This is an optimization exercise on Yosys and OpenROAD, whose aim is small area, a short achievable clock period and few clock cycles per item, not a production implementation.
At most, simulation tests tie the RTL to the original design; equivalence was not proved.
Power is estimated from default activity; no workload was simulated.

==> flow/design.v <==
module irlib2_codec (
  input  wire        clk,
  input  wire        rst,
  input  wire        cmd_valid,
  input  wire [63:0] cmd_word,
  output wire        cmd_ready,
  input  wire [3:0]  rd_addr,
  output wire [31:0] rd_data,
  input  wire        cap_we,
  input  wire [15:0] cap_idx,
  input  wire        cap_level,
  input  wire [15:0] cap_dur,
  output wire        tok_valid,
  output wire        tok_level,
  output wire [15:0] tok_dur,
  input  wire        tok_ready
);
  localparam [15:0] ZERO_MIN = 16'd300;
  localparam [15:0] ZERO_MAX = 16'd500;
  localparam [15:0] ONE_MIN  = 16'd600;
  localparam [15:0] ONE_MAX  = 16'd1000;
  localparam [15:0] HDR_MIN  = 16'd1200;
  localparam [15:0] HDR_MAX  = 16'd2000;
  localparam [7:0] SEED_DEFAULT = 8'hAE;
  localparam [7:0] FIXED_MARKER = 8'hAA;
  localparam [3:0] CK_OFFSET    = 4'hD;
  function [3:0] checksum;
    input [3:0] t;
    input [3:0] w;
    begin
      checksum = CK_OFFSET + t + w;
    end
  endfunction
  wire [3:0] op = cmd_word[63:60];
  wire hi_zero  = (cmd_word[59:40] == 20'd0);
  wire mid_zero = (cmd_word[39:16] == 24'd0);
  wire is_nop     = (op == 4'h0) && hi_zero && mid_zero && (cmd_word[15:0] == 16'd0);
  wire is_enc_tw  = (op == 4'h1) && hi_zero && mid_zero;
  wire is_enc_raw = (op == 4'h2) && hi_zero;
  wire is_dec     = (op == 4'h3) && hi_zero && mid_zero;
  wire is_cksum   = (op == 4'h4) && hi_zero && mid_zero;
  wire is_legal   = is_nop | is_enc_tw | is_enc_raw | is_dec | is_cksum;
  wire is_enc     = is_enc_tw | is_enc_raw;
  wire [3:0] ck_cmd = checksum(cmd_word[11:8], cmd_word[3:0]);
  reg enc_busy;
  irlib2_ready u_ready (
    .cmd_hi   (cmd_word[63:16]),
    .enc_busy (enc_busy),
    .cmd_ready(cmd_ready)
  );
  wire accept_enc = cmd_valid && is_enc && !enc_busy;
  wire accept_dec = cmd_valid && is_dec;
  wire accept_ck  = cmd_valid && is_cksum;
  wire accept_ill = cmd_valid && !is_legal;
  reg [3:0] ck_res;
  reg       cmd_err;
  always @(posedge clk) begin
    if (rst) begin
      ck_res  <= 4'd0;
      cmd_err <= 1'b0;
    end else begin
      if (accept_ck)
        ck_res <= ck_cmd;
      if (accept_ill)
        cmd_err <= 1'b1;
    end
  end
  wire cls0   = (cap_dur >= ZERO_MIN) && (cap_dur <= ZERO_MAX);
  wire cls1   = (cap_dur >= ONE_MIN)  && (cap_dur <= ONE_MAX);
  wire hdr_in = cap_level && (cap_dur >= HDR_MIN) && (cap_dur <= HDR_MAX);
  wire band   = cls0 | cls1;
  wire good_p0 = !cap_level && band;
  wire good_p1 =  cap_level && band;
  wire e0_p0   = !cap_level && !cls0;
  wire e0_p1   =  cap_level && !cls0;
  wire cap_wr = cap_we && (cap_idx[15:6] == 10'd0);
  reg        hdr_ok;
  reg [40:1] c_good;
  reg [40:1] c_e0;
  always @(posedge clk) begin
    if (cap_wr && cap_idx[5:0] == 6'd0)
      hdr_ok <= hdr_in;
  end
  genvar j;
  generate
    for (j = 1; j <= 40; j = j + 1) begin : g_cap
      always @(posedge clk) begin
        if (cap_wr && cap_idx[5:0] == j) begin
          c_good[j] <= ((j - 1) % 2) ? good_p1 : good_p0;
          c_e0[j]   <= ((j - 1) % 2) ? e0_p1   : e0_p0;
        end
      end
    end
  endgenerate
  wire all_good = &c_good;
  wire [4:0] grp_bad;
  wire [2:0] loc_idx [0:4];
  wire [4:0] loc_amb;
  generate
    for (j = 0; j < 5; j = j + 1) begin : g_grp
      wire [7:0] gg = c_good[8*j+8:8*j+1];
      wire [7:0] ge = c_e0[8*j+8:8*j+1];
      assign grp_bad[j] = !(&gg);
      assign loc_idx[j] = !gg[0] ? 3'd0 : !gg[1] ? 3'd1 : !gg[2] ? 3'd2 : !gg[3] ? 3'd3 :
                          !gg[4] ? 3'd4 : !gg[5] ? 3'd5 : !gg[6] ? 3'd6 : 3'd7;
      assign loc_amb[j] = !gg[0] ? ge[0] : !gg[1] ? ge[1] : !gg[2] ? ge[2] : !gg[3] ? ge[3] :
                          !gg[4] ? ge[4] : !gg[5] ? ge[5] : !gg[6] ? ge[6] : ge[7];
    end
  endgenerate
  wire [2:0] f_grp = grp_bad[0] ? 3'd0 : grp_bad[1] ? 3'd1 : grp_bad[2] ? 3'd2 :
                     grp_bad[3] ? 3'd3 : grp_bad[4] ? 3'd4 : 3'd5;
  wire [5:0] f_idx = {f_grp, f_grp == 3'd5 ? 3'd0 : loc_idx[f_grp]};
  wire       f_amb = loc_amb[f_grp];
  wire [15:0] n_field  = cmd_word[15:0];
  wire        n_big    = (n_field[15:6] != 10'd0);
  wire        hdr_fail = !hdr_ok || (!n_big && n_field[5:0] == 6'd0);
  wire [5:0]  m_slots  = n_field[5:0] - 6'd1;
  wire        m_le_f   = !n_big && (m_slots <= f_idx);
  wire        miss     = m_le_f && (m_slots != 6'd40);
  wire [1:0] err_nx   = hdr_fail ? 2'd1 :
                        miss     ? 2'd2 :
                        all_good ? 2'd0 : {1'b1, f_amb};
  wire [5:0] slots_nx = hdr_fail ? 6'd0 :
                        m_le_f   ? m_slots : f_idx;
  wire [39:0] frame_nx;
  generate
    for (j = 0; j < 40; j = j + 1) begin : g_frame
      assign frame_nx[39 - j] = c_e0[j + 1];
    end
  endgenerate
  reg        dec_done;
  reg [1:0]  dec_err;      
  reg [5:0]  dec_slots;    
  reg [39:0] dec_frame;    
  always @(posedge clk) begin
    if (rst)
      dec_done <= 1'b0;
    else if (accept_dec)
      dec_done <= 1'b1;
  end
  always @(posedge clk) begin
    if (accept_dec) begin
      dec_err   <= err_nx;
      dec_slots <= slots_nx;
      dec_frame <= frame_nx;
    end
  end
  wire       dec_ok  = dec_done && (dec_err == 2'd0);
  wire [1:0] err_rd  = dec_done ? dec_err : 2'd0;
  wire       ckmm    = dec_ok && (dec_frame[3:0] != checksum(dec_frame[19:16], dec_frame[11:8]));
  reg [5:0]  enc_d;
  reg [40:1] enc_fr;
  wire        tw       = (op == 4'h1);
  wire [39:0] frame_in;
  assign frame_in[39:24] = cmd_word[39:24] | ({SEED_DEFAULT, FIXED_MARKER} & {16{tw}});
  assign frame_in[23:16] = cmd_word[23:16] | (cmd_word[15:8] & {8{tw}});
  assign frame_in[15:8]  = tw ? cmd_word[7:0] : cmd_word[15:8];
  assign frame_in[7:4]   = cmd_word[7:4] & {4{!tw}};
  assign frame_in[3:0]   = tw ? ck_cmd : cmd_word[3:0];
  always @(posedge clk) begin
    if (!enc_busy)
      enc_fr <= frame_in;
  end
  always @(posedge clk) begin
    if (rst) begin
      enc_busy <= 1'b0;
    end else if (accept_enc) begin
      enc_busy <= 1'b1;
    end else if (tok_ready && enc_busy && enc_d == 6'd0) begin
      enc_busy <= 1'b0;
    end
  end
  wire [41:0] fr_next = {enc_fr, 2'b00};
  reg         slot_bit;
  always @(posedge clk) begin
    if (!enc_busy) begin
      enc_d <= 6'd41;
    end else if (tok_ready) begin
      enc_d    <= enc_d - 6'd1;
      slot_bit <= fr_next[enc_d];
    end
  end
  wire is_hdr = (enc_d == 6'd41);
  wire is_trl = (enc_d == 6'd0);
  assign tok_valid = enc_busy;
  assign tok_level = enc_d[0];
  assign tok_dur   = is_hdr ? 16'd1600 :
                     is_trl ? 16'd1000 :
                     slot_bit ? 16'd800 : 16'd400;
  wire [31:0] status = {24'd0, cmd_err, ckmm, err_rd, dec_ok, dec_done, 1'b0, enc_busy};
  irlib2_rdmux u_rdmux (
    .rd_addr  (rd_addr),
    .status   (status[7:0]),
    .dec_ok   (dec_ok),
    .dec_done (dec_done),
    .dec_frame(dec_frame),
    .dec_slots(dec_slots),
    .ck_res   (ck_res),
    .rd_data  (rd_data)
  );
endmodule
module irlib2_ready (
  input  wire [63:16] cmd_hi,
  input  wire         enc_busy,
  output wire         cmd_ready
);
  wire [3:0] op       = cmd_hi[63:60];
  wire       hi_zero  = (cmd_hi[59:40] == 20'd0);
  wire       mid_zero = (cmd_hi[39:16] == 24'd0);
  wire       is_enc   = hi_zero && ((op == 4'h2) || (op == 4'h1 && mid_zero));
  assign cmd_ready = !(is_enc && enc_busy);
endmodule
module irlib2_rdmux (
  input  wire [3:0]  rd_addr,
  input  wire [7:0]  status,
  input  wire        dec_ok,
  input  wire        dec_done,
  input  wire [39:0] dec_frame,
  input  wire [5:0]  dec_slots,
  input  wire [3:0]  ck_res,
  output reg  [31:0] rd_data
);
  always @(*) begin
    case (rd_addr)
      4'h0:    rd_data = {24'd0, status};
      4'h1:    rd_data = dec_ok ? dec_frame[31:0] : 32'd0;
      4'h2:    rd_data = {24'd0, dec_ok ? dec_frame[39:32] : 8'd0};
      4'h3:    rd_data = {24'd0, 2'b00, dec_ok, 1'b0, dec_ok, 3'b000};
      4'h4:    rd_data = {31'd0, dec_ok};
      4'h5:    rd_data = {26'd0, dec_done ? dec_slots : 6'd0};
      4'h6:    rd_data = {28'd0, ck_res};
      default: rd_data = 32'd0;
    endcase
  end
endmodule
==> flow/config.mk <==
export PLATFORM = sky130hd
export DESIGN_NAME = irlib2_codec
export DESIGN_NICKNAME = irlib2_codec
export VERILOG_FILES = /design/flow/design.v
export SDC_FILE = /design/flow/constraint.sdc
export NUM_CORES = 4
export LEC_CHECK = 0
export CAP_MARGIN = 20
export CORE_MARGIN = 2
export CORE_UTILIZATION = 40
export SLEW_MARGIN = 20
export SYNTH_HIERARCHICAL = 1
==> flow/constraint.sdc <==
create_clock -name core_clock -period 10.0 [get_ports {clk}]
set_input_delay 2.0000 -clock core_clock [delete_from_list [all_inputs] [get_ports {clk}]]
set_output_delay 2.0000 -clock core_clock [all_outputs]
set_load 0.01 [all_outputs]
standard.sh (not shown) runs the stock make flow with config.mk's settings and CLKGATE_MAP_FILE= SYNTH_SCRIPT=/design/flow/synth_recipe.tcl, a recipe that flattens the netlist after the stock synthesis.
==> flow/flow/run.sh <==
#!/bin/bash
# Standard ORFS flow (the standard.sh, standard synthesis unchanged) with
# different layout settings: smaller port buffers, a denser core and a larger
# setup margin for timing repair. Each tool's output stays in orfs/logs/.
set -euo pipefail
bash standard.sh \
  BUFFER_PORTS_ARGS="-buffer_cell sky130_fd_sc_hd__buf_1" \
  CORE_UTILIZATION=55 \
  SETUP_SLACK_MARGIN=5.0 \
  CTS_BUF_LIST=sky130_fd_sc_hd__clkbuf_8 \
  finish > standard.log 2>&1
Testbench counts at the start, summed over its fixed seeds: cycles 15,389, frames 410.
Edit:
--- a/flow/design.v
+++ b/flow/design.v
@@ -120,34 +120,37 @@
   wire [1:0] err_nx   = hdr_fail ? 2'd1 :
                         miss     ? 2'd2 :
                         all_good ? 2'd0 : {1'b1, f_amb};
   wire [5:0] slots_nx = hdr_fail ? 6'd0 :
-                        m_le_f   ? m_slots : f_idx;
+                        m_le_f   ? m_slots : f_idx;    
   wire [39:0] frame_nx;
   generate
     for (j = 0; j < 40; j = j + 1) begin : g_frame
       assign frame_nx[39 - j] = c_e0[j + 1];
     end
   endgenerate
+  wire        ok_nx   = (err_nx == 2'd0);
+  wire [7:0]  res_lo  = ok_nx ? frame_nx[7:0] : {err_nx, slots_nx};
   reg        dec_done;
-  reg [1:0]  dec_err;      
-  reg [5:0]  dec_slots;    
-  reg [39:0] dec_frame;    
-  always @(posedge clk) begin
-    if (rst)
+  reg        dec_ok;
+  reg [39:0] dec_res;
+  always @(posedge clk) begin
+    if (rst) begin
       dec_done <= 1'b0;
-    else if (accept_dec)
+      dec_ok   <= 1'b0;
+    end else if (accept_dec) begin
       dec_done <= 1'b1;
-  end
-  always @(posedge clk) begin
-    if (accept_dec) begin
-      dec_err   <= err_nx;
-      dec_slots <= slots_nx;
-      dec_frame <= frame_nx;
-    end
-  end
-  wire       dec_ok  = dec_done && (dec_err == 2'd0);
-  wire [1:0] err_rd  = dec_done ? dec_err : 2'd0;
+      dec_ok   <= ok_nx;
+    end
+  end
+  always @(posedge clk) begin
+    if (accept_dec)
+      dec_res <= {frame_nx[39:8], res_lo};
+  end
+  wire       dec_fail  = dec_done && !dec_ok;
+  wire [1:0] err_rd    = dec_fail ? dec_res[7:6] : 2'd0;
+  wire [5:0] slots_rd  = dec_ok ? 6'd40 : dec_fail ? dec_res[5:0] : 6'd0;
+  wire [39:0] dec_frame = dec_res;
   wire       ckmm    = dec_ok && (dec_frame[3:0] != checksum(dec_frame[19:16], dec_frame[11:8]));
   reg [5:0]  enc_d;
   reg [40:1] enc_fr;
   wire        tw       = (op == 4'h1);
@@ -191,11 +194,10 @@
   irlib2_rdmux u_rdmux (
     .rd_addr  (rd_addr),
     .status   (status[7:0]),
     .dec_ok   (dec_ok),
-    .dec_done (dec_done),
     .dec_frame(dec_frame),
-    .dec_slots(dec_slots),
+    .slots_rd (slots_rd),
     .ck_res   (ck_res),
     .rd_data  (rd_data)
   );
 endmodule
@@ -213,11 +215,10 @@
 module irlib2_rdmux (
   input  wire [3:0]  rd_addr,
   input  wire [7:0]  status,
   input  wire        dec_ok,
-  input  wire        dec_done,
   input  wire [39:0] dec_frame,
-  input  wire [5:0]  dec_slots,
+  input  wire [5:0]  slots_rd,
   input  wire [3:0]  ck_res,
   output reg  [31:0] rd_data
 );
   always @(*) begin
@@ -226,9 +227,9 @@
       4'h1:    rd_data = dec_ok ? dec_frame[31:0] : 32'd0;
       4'h2:    rd_data = {24'd0, dec_ok ? dec_frame[39:32] : 8'd0};
       4'h3:    rd_data = {24'd0, 2'b00, dec_ok, 1'b0, dec_ok, 3'b000};
       4'h4:    rd_data = {31'd0, dec_ok};
-      4'h5:    rd_data = {26'd0, dec_done ? dec_slots : 6'd0};
+      4'h5:    rd_data = {26'd0, slots_rd};
       4'h6:    rd_data = {28'd0, ck_res};
       default: rd_data = 32'd0;
     endcase
   end
After rerunning: Setup slack got worse by 0.052 ns; clock power rose by 5.5%; sequential share of layout area fell by 1.9 points; synthesized area fell by 1.6%; routed wire length fell by 1.4%; final cell count rose by 0.92%; via count rose by 2.9%; power hardly moves; die area fell by 1.5%; clock-buffer cell count stays the same; design area hardly moves; global-route usage rose by 0.64 points; worst hold slack improved by 0.0052 ns; clock skew barely changes.
The RTL of the second run of this note was laid out without a check of its function.

==> re-timing with driven ports <==
No port has a modelled driver above. Below, the same layouts with a new extraction and two added sets of constraints. Step 1 sets driving cells, clkbuf_16 on the clock port and buf_2 on the other inputs (assumed; they add their load-dependent delay and slew). Step 2 times the ports against the registers' clock, not the clock port: input delays grow and output delays shrink by t, the midpoint of the rising clock arrivals with the driver on. Three values: ideal, step 1, step 2; two values: the first two.
run	t (ns)	setup WS [ns]	latest minus earliest clock arrival (ns)	slew at the worst register clock pin (ns)
the first run	0.502	4.980 / 4.882 / 4.882	0.013 / 0.013	0.10 / 0.10
the second run	0.496	4.928 / 4.906 / 4.738	0.017 / 0.017	0.10 / 0.10
After both steps setup and hold are still met in every run listed. The setup slack of the second run, which loses most, moves by -0.022 ns with the drivers and by -0.190 ns with both steps.
